This design comes from an exercise in tuning for small area, a short achievable clock period and few clock cycles on the open sky130 flow, not from production work.
In this exercise RTL edits were held to simulation tests only and were not proved equivalent to the original.
Power figures rest on the tool's default switching activity, not on a simulated workload.

==> flow/design.v (excerpt) <==
module ung5_rxdec (
    input  wire        clk,
    input  wire        rst,
    input  wire        start,
    input  wire [7:0]  start_addr,
    input  wire [15:0] start_total,
    input  wire        rx_valid,
    input  wire [7:0]  rx_data,
    output wire        rx_ready,
    input  wire        tick,
    input  wire        dec_start,
    input  wire [5:0]  buf_idx,
    output wire [7:0]  buf_data,
    output wire [1:0]  rx_state,
    output wire [2:0]  rx_reason,
    output wire [6:0]  rx_len,
    output wire [3:0]  err_code,
    output wire        dec_valid,
    output wire [1:0]  dec_kind,
    output wire [1:0]  dec_why,
    output wire [1:0]  dec_class,
    output wire [7:0]  dec_addr,
    output wire [7:0]  dec_ctrl,
    output wire [7:0]  dec_length,
    output wire [7:0]  dec_opc,
    output wire [15:0] dec_crc,
    output wire        dec_etx_ok,
    output wire        dec_stop_ok,
  ...
For scale: about 620 flip-flops.
export LEC_CHECK = 0
export CAP_MARGIN = 20
export CORE_MARGIN = 2
export CORE_UTILIZATION = 30
export CTS_BUF_LIST = sky130_fd_sc_hd__clkbuf_4 sky130_fd_sc_hd__clkbuf_8
export PLACE_DENSITY = 0.5
export SETUP_SLACK_MARGIN = 3.0
export SLEW_MARGIN = 20
export SYNTH_HIERARCHICAL = 1
create_clock -name core_clock -period 7.5 [get_ports {clk}]
standard.sh (not shown) runs the stock make flow with config.mk's settings and CLKGATE_MAP_FILE= SYNTH_SCRIPT=/design/flow/synth_recipe.tcl, a recipe that flattens the netlist after the stock synthesis.
==> flow/flow/run.sh <==
#!/bin/bash
# The standard layout (the standard.sh: standard synthesis, floorplan,
# placement, CTS, routing), with every input and output port buffered by
# sky130_fd_sc_hd__buf_2 instead of the cell buffer_ports picks by itself,
# and clock tree synthesis without dummy loads.
# make's full output goes to flow_make.log here; ORFS keeps each step's log
# under orfs/logs/.
set -euo pipefail
export BUFFER_PORTS_ARGS="-buffer_cell sky130_fd_sc_hd__buf_2"
export CTS_ARGS="-sink_clustering_enable -repair_clock_nets -dont_use_dummy_load -buf_list {sky130_fd_sc_hd__clkbuf_4 sky130_fd_sc_hd__clkbuf_8}"
bash standard.sh > flow_make.log 2>&1
Testbench counts at the start, summed over its fixed seeds: cycles 28,368.
==> next run, changes <==
- ABC_CLOCK_PERIOD_IN_PS: default -> 2500
- SETUP_SLACK_MARGIN: 3.0 -> 2.5
Outcome: Core utilization decreases by 0.26 points. Cell count barely changes. Routed wire length decreases by 1.6%. Count of clock-buffer cells in the layout goes up by 1. Cell area went down by 0.74%.

* * *

## v13
Another version of the RTL of ung5_rxdec (not shown whole).
Size: about 130 I/O pins.
// ung5_rxdec
module ung5_rxdec (
    input  wire        clk,
    input  wire        rst,
    input  wire        start,
    input  wire [7:0]  start_addr,
    input  wire [15:0] start_total,
    input  wire        rx_valid,
    input  wire [7:0]  rx_data,
    output wire        rx_ready,
    input  wire        tick,
    input  wire        dec_start,
    input  wire [5:0]  buf_idx,
    output wire [7:0]  buf_data,
    output wire [1:0]  rx_state,
    output wire [2:0]  rx_reason,
    output wire [6:0]  rx_len,
    output wire [3:0]  err_code,
    output wire        dec_valid,
    output wire [1:0]  dec_kind,
    output wire [1:0]  dec_why,
    output wire [1:0]  dec_class,
    output wire [7:0]  dec_addr,
    output wire [7:0]  dec_ctrl,
    output wire [7:0]  dec_length,
    output wire [7:0]  dec_opc,
    output wire [15:0] dec_crc,
    output wire        dec_etx_ok,
    output wire        dec_stop_ok,
    output wire        dec_addr_ok
);
  ...
clock: 7.5 ns
lec_check: 0
cap_margin: 20
core_margin: 2
core_utilization: 30
cts_buf_list: sky130_fd_sc_hd__clkbuf_4 sky130_fd_sc_hd__clkbuf_8
place_density: 0.5
setup_slack_margin: 2.5
slew_margin: 20
synth_hierarchical: 1
==> flow/flow/run.sh <==
#!/bin/bash
# The standard layout (the standard.sh: standard synthesis, floorplan,
# placement, CTS, routing), with every input and output port buffered by
# sky130_fd_sc_hd__buf_2 instead of the cell buffer_ports picks by itself,
# and clock tree synthesis without dummy loads.
# make's full output goes to flow_make.log here; ORFS keeps each step's log
# under orfs/logs/.
set -euo pipefail
export BUFFER_PORTS_ARGS="-buffer_cell sky130_fd_sc_hd__buf_2"
export CTS_ARGS="-sink_clustering_enable -repair_clock_nets -dont_use_dummy_load -sink_clustering_size 24 -sink_clustering_max_diameter 60 -buf_list {sky130_fd_sc_hd__clkbuf_16}"
bash standard.sh > flow_make.log 2>&1
v13 was carried through to the last stage, and its layout satisfied the timing, DRC and antenna checks.
Testbench counts of v13, summed over its fixed seeds: cycles 27,745.
Setup changes, v13 to v35
-- flow/flow/run.sh --
<<< v13, line 10
export CTS_ARGS="-sink_clustering_enable -repair_clock_nets -dont_use_dummy_load -sink_clustering_size 24 -sink_clustering_max_diameter 60 -buf_list {sky130_fd_sc_hd__clkbuf_16}"
>>> v35, line 10
export CTS_ARGS="-sink_clustering_enable -repair_clock_nets -dont_use_dummy_load -sink_clustering_size 32 -sink_clustering_max_diameter 80 -buf_list {sky130_fd_sc_hd__clkbuf_16}"
- The final reports for v35 and v13 show average via count per standard cell lower in the former.
- In v35, the actual slew at the worst max-slew pin came out 0.039 ns above the value in v13.
- Per the comparison of v35 with v13, final critical path time including I/O delays and setup went down 0.073 ns, area of all placed cells without fillers held, wire length of the first global-routing pass went down 0.60%.
Input-level comparison between v1 and v35:
Settings: SETUP_SLACK_MARGIN now 2.0, was 2.5.
-- flow/flow/run.sh --
<<< v35, line 10
export CTS_ARGS="-sink_clustering_enable -repair_clock_nets -dont_use_dummy_load -sink_clustering_size 32 -sink_clustering_max_diameter 80 -buf_list {sky130_fd_sc_hd__clkbuf_16}"
>>> v1, line 10
export CTS_ARGS="-sink_clustering_enable -repair_clock_nets -dont_use_dummy_load -sink_clustering_size 24 -sink_clustering_max_diameter 60 -buf_list {sky130_fd_sc_hd__clkbuf_16}"
### Flow results
v1 did not stop at any stage, and its layout met the timing, DRC and antenna checks.
v1 vs. v35: fmax lower, cell area lower, cell area after placement roughly the same, routed wirelength normalized by instance count lower.
v1 ended up with buf_data[3] as its destination of the critical timing path; v35 ended up with buf_data[0].
Status: clock edge transition at the registers on the reported setup and hold paths parity (v1, v35)
As far as global routing met3 resource utilization is concerned, v35 and v1 perform about the same.
## Diff of input files: v2 against v1
Settings: SETUP_SLACK_MARGIN changed from 2.0 to 2.7.
-- flow/flow/run.sh --
<<< v1, line 10
export CTS_ARGS="-sink_clustering_enable -repair_clock_nets -dont_use_dummy_load -sink_clustering_size 24 -sink_clustering_max_diameter 60 -buf_list {sky130_fd_sc_hd__clkbuf_16}"
>>> v2, line 10
export CTS_ARGS="-sink_clustering_enable -repair_clock_nets -dont_use_dummy_load -sink_clustering_size 16 -sink_clustering_max_diameter 50 -buf_list {sky130_fd_sc_hd__clkbuf_8}"
==> comparison <==
Taking v1 as the reference, in v2 utilization grew by 1.2 points, detailed-route wire length has increased, met3 capacity usage during global routing rose by 0.60 points, via count rose by 337, setup slack went up 0.22 ns.
NOTE total power per unit cell area v1->v2 decreased by a few percent
Diff v1 and v2: number of post-CTS setup repair buffers higher in v2
On v2: synthesis-to-layout area growth is 4.0 points higher than what v1 gave.

==> what the ideal ports hide <==
How much do the figures lean on ideal ports? The routed layouts below were timed once more, with nothing changed but the port constraints. Step 1, drivers: a clkbuf_16 drives clk and a buf_2 each remaining input, both assumed. Step 2 adds t to the input delays and takes it off the output delays; t is the mean of the earliest and latest rising clock arrival at the registers after step 1. Input paths then give back, and output paths get back, about the clock's delay inside the block. a / b / c = ideal / step 1 / step 2; a / b = the first two.
run	shift t [ns]	slack for setup (ns)	worst setup path after step 2	latest minus earliest clock arrival (ns)	pins driven straight from the clock port
the first run of note 1	0.740	2.460 / 2.330 / 2.330	input to output	0.107 / 0.107	1
the second run of note 1	0.737	2.498 / 2.392 / 2.392	input to output	0.130 / 0.131	1
v13	0.630	2.300 / 2.103 / 2.103	input to output	0.071 / 0.072	1
v35	0.656	2.373 / 2.141 / 2.141	input to output	0.062 / 0.062	1
v1	0.641	2.113 / 2.047 / 2.047	input to output	0.102 / 0.103	1
v2	0.742	2.335 / 2.127 / 2.127	input to output	0.107 / 0.108	1
After both steps setup and hold are still met in every run listed. For v35, which loses most, drivers alone change the setup slack by -0.232 ns; drivers and shift together by -0.232 ns.
